From an optimization exercise on the open Yosys and OpenROAD flow, aimed at a short achievable clock period and few clock cycles; shortcuts taken in it are not production practice.
Only simulation tests tie the RTL to the original design; equivalence was not proved.
Power is estimated from default activity; no workload was simulated.

## v6
==> flow/design.v <==
module isp_result_encoder (
    input  wire       c_inv,
    input  wire       c_tmo,
    input  wire       c_flt,
    output reg  [1:0] result
);
    localparam [1:0] R_SUCCESS = 2'd0,
                     R_TIMEOUT = 2'd1,
                     R_HWFAULT = 2'd2,
                     R_INVALID = 2'd3;
    always @(*) begin
        if (c_inv)
            result = R_INVALID;
        else if (c_tmo)
            result = R_TIMEOUT;
        else if (c_flt)
            result = R_HWFAULT;
        else
            result = R_SUCCESS;
    end
endmodule
module isp_flash_programmer (
    input  wire        clk,
    input  wire        rst,           
    input  wire        req_valid,
    output wire        req_ready,
    input  wire [2:0]  req_op,
    input  wire [31:0] req_addr,
    input  wire [31:0] req_arg,
    output wire        rsp_valid,
    input  wire        rsp_ready,
    output wire [1:0]  rsp_result,
    output wire [31:0] rsp_rdata,
    output wire [1:0]  rsp_verdict,
    output wire        busy,
    output wire        bus_en,
    output wire        bus_we,
    output wire [2:0]  bus_reg,
    output wire [31:0] bus_wdata,
    input  wire [31:0] bus_rdata
);
    localparam [2:0]      N_MAX                = 3'd4;
    localparam [31:0]     GO_VALUE             = 32'h0000_0001;
    localparam [31:0]     C_PAGE_ERASE         = 32'h0000_0022;
    localparam [31:0]     C_PAGE_ERASE_SPECIAL = 32'h0000_0022;
    localparam [31:0]     C_READ               = 32'h0000_0000;
    localparam [31:0]     C_PROGRAM            = 32'h0000_0021;
    localparam [31:0]     C_RUN_CKSUM          = 32'h0000_002D;
    localparam [31:0]     C_READ_CKSUM         = 32'h0000_000D;
    localparam [31:0]     C_RUN_ALL1           = 32'h0000_0028;
    localparam [31:0]     C_READ_ALL1          = 32'h0000_0008;
    localparam [31:0]     SPECIAL_ERASE_ADDR   = 32'h0020_0000;
    localparam [31:0]     ERASE_UNLOCK_KEY     = 32'h0055_AA03;
    localparam [31:0]     ALL1_YES             = 32'hA11F_FFFF;
    localparam [31:0]     ALL1_NO              = 32'hA110_0000;
    localparam [31:0]     SENTINEL             = 32'hFFFF_FFFF;
    localparam            BUSY_BIT             = 0;    
    localparam            FAIL_BIT             = 6;    
    localparam [2:0] OP_ERASE   = 3'd0,
                     OP_READ    = 3'd1,
                     OP_PROGRAM = 3'd2,
                     OP_CKSUM   = 3'd3,
                     OP_VERIFY  = 3'd4;
    localparam [2:0] REG_CMD     = 3'd0,
                     REG_ADDR    = 3'd1,
                     REG_DATA    = 3'd2,
                     REG_TRIG    = 3'd3,
                     REG_STATUS  = 3'd4,
                     REG_FAILCTL = 3'd5;
    localparam [1:0] V_NONE       = 2'd0,
                     V_ALLONES    = 2'd1,
                     V_NOTALLONES = 2'd2;
    localparam [1:0] R_SUCCESS = 2'd0,
                     R_TIMEOUT = 2'd1,
                     R_HWFAULT = 2'd2,
                     R_INVALID = 2'd3;
    function arg_ok_f(input [2:0] o, input [31:0] a, input [31:0] g);
        case (o)
            OP_ERASE:   arg_ok_f = (a[8:0] == 9'd0);
            OP_READ:    arg_ok_f = (a[1:0] == 2'd0);
            OP_PROGRAM: arg_ok_f = (a[1:0] == 2'd0);
            OP_CKSUM:   arg_ok_f = (a[8:0] == 9'd0) && (g[8:0] == 9'd0);
            OP_VERIFY:  arg_ok_f = (a[8:0] == 9'd0) && (g[8:0] == 9'd0);
            default:    arg_ok_f = 1'b0;
        endcase
    endfunction
    function [31:0] code0_f(input [2:0] o);
        case (o)
            OP_ERASE:   code0_f = C_PAGE_ERASE;    
            OP_READ:    code0_f = C_READ;
            OP_PROGRAM: code0_f = C_PROGRAM;
            OP_CKSUM:   code0_f = C_RUN_CKSUM;
            OP_VERIFY:  code0_f = C_RUN_ALL1;
            default:    code0_f = 32'd0;
        endcase
    endfunction
    reg s_idle, s_check, s_wcmd, s_waddr, s_wdata, s_trig, s_poll,
        s_rfail, s_cfail, s_rdata, s_vdata, s_resp;
    reg [2:0]  op;
    reg [31:0] addr;
    reg [31:0] arg;
    reg        phase;
    reg [2:0]  cnt;
    reg        fast_r;      
    reg        bad_r;       
    reg        ready_r;
    reg        busy_r;
    reg        en_r;
    reg        we_r;
    reg [2:0]  reg_r;
    reg [31:0] wdata_r;
    reg        v_r;
    reg        rdsel_r;
    reg [31:0] rdata_r;
    reg [1:0]  res_r;
    reg [1:0]  verdict_r;
    assign req_ready   = ready_r;
    assign busy        = busy_r;
    assign bus_en      = ~rst & (en_r | (fast_r & req_valid));
    assign bus_we      = we_r;
    assign bus_reg     = reg_r;
    assign bus_wdata   = wdata_r;
    assign rsp_valid   = v_r;
    assign rsp_rdata   = rdata_r | (bus_rdata & {32{rdsel_r}});
    assign rsp_verdict = verdict_r;
    isp_result_encoder u_enc (
        .c_inv  (res_r == R_INVALID),
        .c_tmo  (res_r == R_TIMEOUT),
        .c_flt  (res_r == R_HWFAULT),
        .result (rsp_result)
    );
    wire rd_busy = bus_rdata[BUSY_BIT];
    wire rd_fail = bus_rdata[FAIL_BIT];
    wire rd_yes  = (bus_rdata == ALL1_YES);
    wire rd_no   = (bus_rdata == ALL1_NO);
    wire rd_def  = rd_yes | rd_no;
    wire last    = (cnt == 3'd1);
    wire op_erase  = (op == OP_ERASE);
    wire op_read   = (op == OP_READ);
    wire op_prog   = (op == OP_PROGRAM);
    wire op_cksum  = (op == OP_CKSUM);
    wire op_verify = (op == OP_VERIFY);
    wire is_special  = (addr == SPECIAL_ERASE_ADDR);
    wire has_data    = (op_erase & is_special) | op_prog | ((op_cksum | op_verify) & ~phase);
    wire verify_read = op_verify & phase;
    wire two_phase   = (op_cksum | op_verify) & ~phase;       
    wire to_rdata    = op_read | (op_cksum & phase);           
    wire to_rfail    = op_erase | op_prog;                     
    wire ok_latched  = arg_ok_f(op, addr, arg);
    wire ok_req      = arg_ok_f(req_op, req_addr, req_arg);
    wire accept      = s_idle & req_valid;         
    wire answering   = s_cfail | s_rdata | s_resp;  
    wire done        = answering & rsp_ready;
    wire poll_busy = s_poll & rd_busy;
    wire poll_done = s_poll & ~rd_busy;
    wire n_idle  = rst | (s_idle & ~req_valid) | done;
    wire n_check = ~rst & accept & ~fast_r & ~bad_r;
    wire n_wcmd  = ~rst & ((s_check & ok_latched) | (poll_done & two_phase) |
                           (s_vdata & ~rd_def & ~last));
    wire n_waddr = ~rst & ((accept & fast_r) | s_wcmd);
    wire n_wdata = ~rst & s_waddr & has_data;
    wire n_trig  = ~rst & ((s_waddr & ~has_data) | s_wdata);
    wire n_poll  = ~rst & (s_trig | (poll_busy & ~last));
    wire n_rfail = ~rst & poll_done & to_rfail;
    wire n_cfail = ~rst & s_rfail & rd_fail;
    wire n_rdata = ~rst & poll_done & to_rdata;
    wire n_vdata = ~rst & poll_done & verify_read;
    wire n_resp  = ~rst & ((accept & bad_r) | (s_check & ~ok_latched) |
                           (poll_busy & last) | (s_rfail & ~rd_fail) |
                           (s_vdata & (rd_def | last)) | (answering & ~rsp_ready));
    always @(posedge clk) begin
        s_idle  <= n_idle;
        s_check <= n_check;
        s_wcmd  <= n_wcmd;
        s_waddr <= n_waddr;
        s_wdata <= n_wdata;
        s_trig  <= n_trig;
        s_poll  <= n_poll;
        s_rfail <= n_rfail;
        s_cfail <= n_cfail;
        s_rdata <= n_rdata;
        s_vdata <= n_vdata;
        s_resp  <= n_resp;
        ready_r <= n_idle;
        busy_r  <= ~n_idle;
        v_r     <= n_cfail | n_rdata | n_resp;
        rdsel_r <= n_rdata;
        en_r    <= n_wcmd | n_waddr | n_wdata | n_trig | n_poll |
                   n_rfail | n_cfail | n_rdata | n_vdata;
        fast_r  <= ~rst & done & req_valid &  ok_req;
        bad_r   <= ~rst & done & req_valid & ~ok_req;
    end
    always @(posedge clk) begin
        if (accept) begin
            op    <= req_op;
            addr  <= req_addr;
            arg   <= req_arg;
            phase <= 1'b0;
        end else if (poll_done & two_phase) begin
            phase <= 1'b1;
        end
        if (s_trig) begin
            if (!verify_read) cnt <= N_MAX;
        end else if (poll_done & two_phase) begin
            cnt <= N_MAX;
        end else if ((poll_busy & ~last) | (s_vdata & ~rd_def & ~last)) begin
            cnt <= cnt - 1'b1;
        end
    end
    always @(posedge clk) begin
        if (s_idle) begin                        
            we_r <= 1'b1; reg_r <= REG_ADDR;    wdata_r <= req_addr;
        end else if (s_check) begin              
            we_r <= 1'b1; reg_r <= REG_CMD;     wdata_r <= code0_f(op);
        end else if (s_wcmd) begin               
            we_r <= 1'b1; reg_r <= REG_ADDR;    wdata_r <= addr;
        end else if (s_waddr) begin              
            we_r <= 1'b1;
            if (has_data) begin
                reg_r <= REG_DATA; wdata_r <= op_erase ? ERASE_UNLOCK_KEY : arg;
            end else begin
                reg_r <= REG_TRIG; wdata_r <= GO_VALUE;
            end
        end else if (s_wdata) begin              
            we_r <= 1'b1; reg_r <= REG_TRIG;    wdata_r <= GO_VALUE;
        end else if (s_trig) begin               
            we_r <= 1'b0; reg_r <= REG_STATUS;
        end else if (s_poll) begin               
            wdata_r <= op_cksum ? C_READ_CKSUM : C_READ_ALL1;
            if (rd_busy) begin
                we_r <= 1'b0; reg_r <= REG_STATUS;
            end else if (two_phase) begin
                we_r <= 1'b1; reg_r <= REG_CMD;
            end else if (to_rfail) begin
                we_r <= 1'b0; reg_r <= REG_FAILCTL;
            end else begin
                we_r <= 1'b0; reg_r <= REG_DATA;
            end
        end else if (s_rfail) begin              
            we_r <= 1'b1; reg_r <= REG_FAILCTL; wdata_r <= bus_rdata;
        end else if (s_vdata) begin              
            we_r <= 1'b1; reg_r <= REG_CMD;     wdata_r <= C_READ_ALL1;
        end else begin                           
            we_r <= 1'b1; reg_r <= REG_CMD;     wdata_r <= code0_f(req_op);
        end
    end
    always @(posedge clk) begin
        if (accept) begin
            rdata_r   <= SENTINEL;
            verdict_r <= V_NONE;
            res_r     <= R_INVALID;
        end else begin
            if (poll_done & to_rdata)
                rdata_r <= 32'd0;
            else if (s_rdata)
                rdata_r <= bus_rdata;
            if (s_check)
                res_r <= R_INVALID;
            else if (s_poll)
                res_r <= ~rd_busy ? R_SUCCESS : (verify_read ? R_HWFAULT : R_TIMEOUT);
            else if (s_rfail)
                res_r <= rd_fail ? R_HWFAULT : R_SUCCESS;
            else if (s_vdata) begin
                res_r     <= rd_def ? R_SUCCESS : R_HWFAULT;
                verdict_r <= {rd_no, rd_yes};
            end
        end
    end
endmodule
Settings: LEC_CHECK=0, ABC_CLOCK_PERIOD_IN_PS=2000, CAP_MARGIN=20, CORE_MARGIN=2, CORE_UTILIZATION=40, SETUP_SLACK_MARGIN=3.0, SLEW_MARGIN=20; clock period 5.0 ns.
run.sh (not shown) runs the stock make flow with config.mk's settings and CLKGATE_MAP_FILE= SYNTH_SCRIPT=/design/flow/synth_recipe.tcl, a recipe that flattens the netlist after the stock synthesis.
Testbench counts of v6, summed over its fixed seeds: cycles 19,325.
[inputs] v7 vs v6
--- a/flow/design.v
+++ b/flow/design.v
@@ -108,22 +108,22 @@
     reg        en_r;
     reg        we_r;
     reg [2:0]  reg_r;
     reg [31:0] wdata_r;
     reg        v_r;
-    reg        rdsel_r;
-    reg [31:0] rdata_r;
+    reg [31:0] rd_x;
+    reg [31:0] rd_y;
     reg [1:0]  res_r;
     reg [1:0]  verdict_r;
     assign req_ready   = ready_r;
     assign busy        = busy_r;
     assign bus_en      = ~rst & (en_r | (fast_r & req_valid));
     assign bus_we      = we_r;
     assign bus_reg     = reg_r;
     assign bus_wdata   = wdata_r;
     assign rsp_valid   = v_r;
-    assign rsp_rdata   = rdata_r | (bus_rdata & {32{rdsel_r}});
+    assign rsp_rdata   = ~(rd_y & ~(bus_rdata & rd_x));
     assign rsp_verdict = verdict_r;
     isp_result_encoder u_enc (
         .c_inv  (res_r == R_INVALID),
         .c_tmo  (res_r == R_TIMEOUT),
         .c_flt  (res_r == R_HWFAULT),
@@ -182,11 +182,10 @@
         s_vdata <= n_vdata;
         s_resp  <= n_resp;
         ready_r <= n_idle;
         busy_r  <= ~n_idle;
         v_r     <= n_cfail | n_rdata | n_resp;
-        rdsel_r <= n_rdata;
         en_r    <= n_wcmd | n_waddr | n_wdata | n_trig | n_poll |
                    n_rfail | n_cfail | n_rdata | n_vdata;
         fast_r  <= ~rst & done & req_valid &  ok_req;
         bad_r   <= ~rst & done & req_valid & ~ok_req;
     end
@@ -201,11 +200,11 @@
         end
         if (s_trig) begin
             if (!verify_read) cnt <= N_MAX;
         end else if (poll_done & two_phase) begin
             cnt <= N_MAX;
-        end else if ((poll_busy & ~last) | (s_vdata & ~rd_def & ~last)) begin
+        end else if ((poll_busy | s_vdata) & ~last) begin
             cnt <= cnt - 1'b1;
         end
     end
     always @(posedge clk) begin
         if (s_idle) begin                        
@@ -244,18 +243,21 @@
             we_r <= 1'b1; reg_r <= REG_CMD;     wdata_r <= code0_f(req_op);
         end
     end
     always @(posedge clk) begin
         if (accept) begin
-            rdata_r   <= SENTINEL;
+            rd_x      <= SENTINEL;
+            rd_y      <= ~SENTINEL;
             verdict_r <= V_NONE;
             res_r     <= R_INVALID;
         end else begin
-            if (poll_done & to_rdata)
-                rdata_r <= 32'd0;
-            else if (s_rdata)
-                rdata_r <= bus_rdata;
+            if (s_poll & to_rdata)             
+                rd_y <= {32{~rd_busy}};
+            else if (s_rdata) begin
+                rd_x <= bus_rdata;
+                rd_y <= ~bus_rdata;
+            end
             if (s_check)
                 res_r <= R_INVALID;
             else if (s_poll)
                 res_r <= ~rd_busy ? R_SUCCESS : (verify_read ? R_HWFAULT : R_TIMEOUT);
             else if (s_rfail)
==> summary.txt <==
- Re sequential share of power: v7 and v6 aren't equal, and the lower value belongs to v6.
- Relative to v6, share of the final layout cell area in multi-input gates has gone up in v7.
- Taking v6 as the reference, in v7 final worst-path setup slack climbed 8.0 ps, cell area climbed 17%, non-clock buffer total of the final layout climbed 10.
- No run among v7 and v6 stopped early or left any final violation; all are clean.
- Measured against each other, v7 and v6 differ in maximum operating frequency, the higher figure coming from v7.
- Diff v6 -> v7: area growth from synthesis to final layout went up by 1.3 points, average footprint of a synthesized cell went down by 12%, adder-cell share of the synthesized area was more or less identical.
- Top layer reached by signal wires = met5: v7; top layer reached by signal wires = met4: v6
- Going from v6 to v7, combinational power share grows by 0.3 points.
Testbench counts of v7, summed over its fixed seeds: cycles 19,325.

[separate check: timing with driven ports]
No port has a modelled driver above. Below, the same layouts with a new extraction and two added sets of constraints. Step 1 sets driving cells, clkbuf_16 on the clock port and buf_2 on the other inputs (assumed; they add their load-dependent delay and slew). Step 2 times the ports against the registers' clock, not the clock port: input delays grow and output delays shrink by t, the midpoint of the rising clock arrivals with the driver on. a / b / c = ideal ports / drivers / drivers and shift; a / b = the first two.
run | t (ns) | setup slack, ns | worst hold slack (ns) | worst setup path after step 2 | worst register clock-pin slew, ns
v6 | 0.463 | 2.600 / 2.556 / 2.232 | 0.462 / 0.462 / 0.462 | input to register | 0.07 / 0.07
v7 | 0.482 | 2.609 / 2.562 / 2.266 | 0.447 / 0.447 / 0.447 | input to register | 0.08 / 0.08
After both steps setup and hold are still met in every run listed. For v6, which loses most, drivers alone change the setup slack by -0.044 ns; drivers and shift together by -0.368 ns.
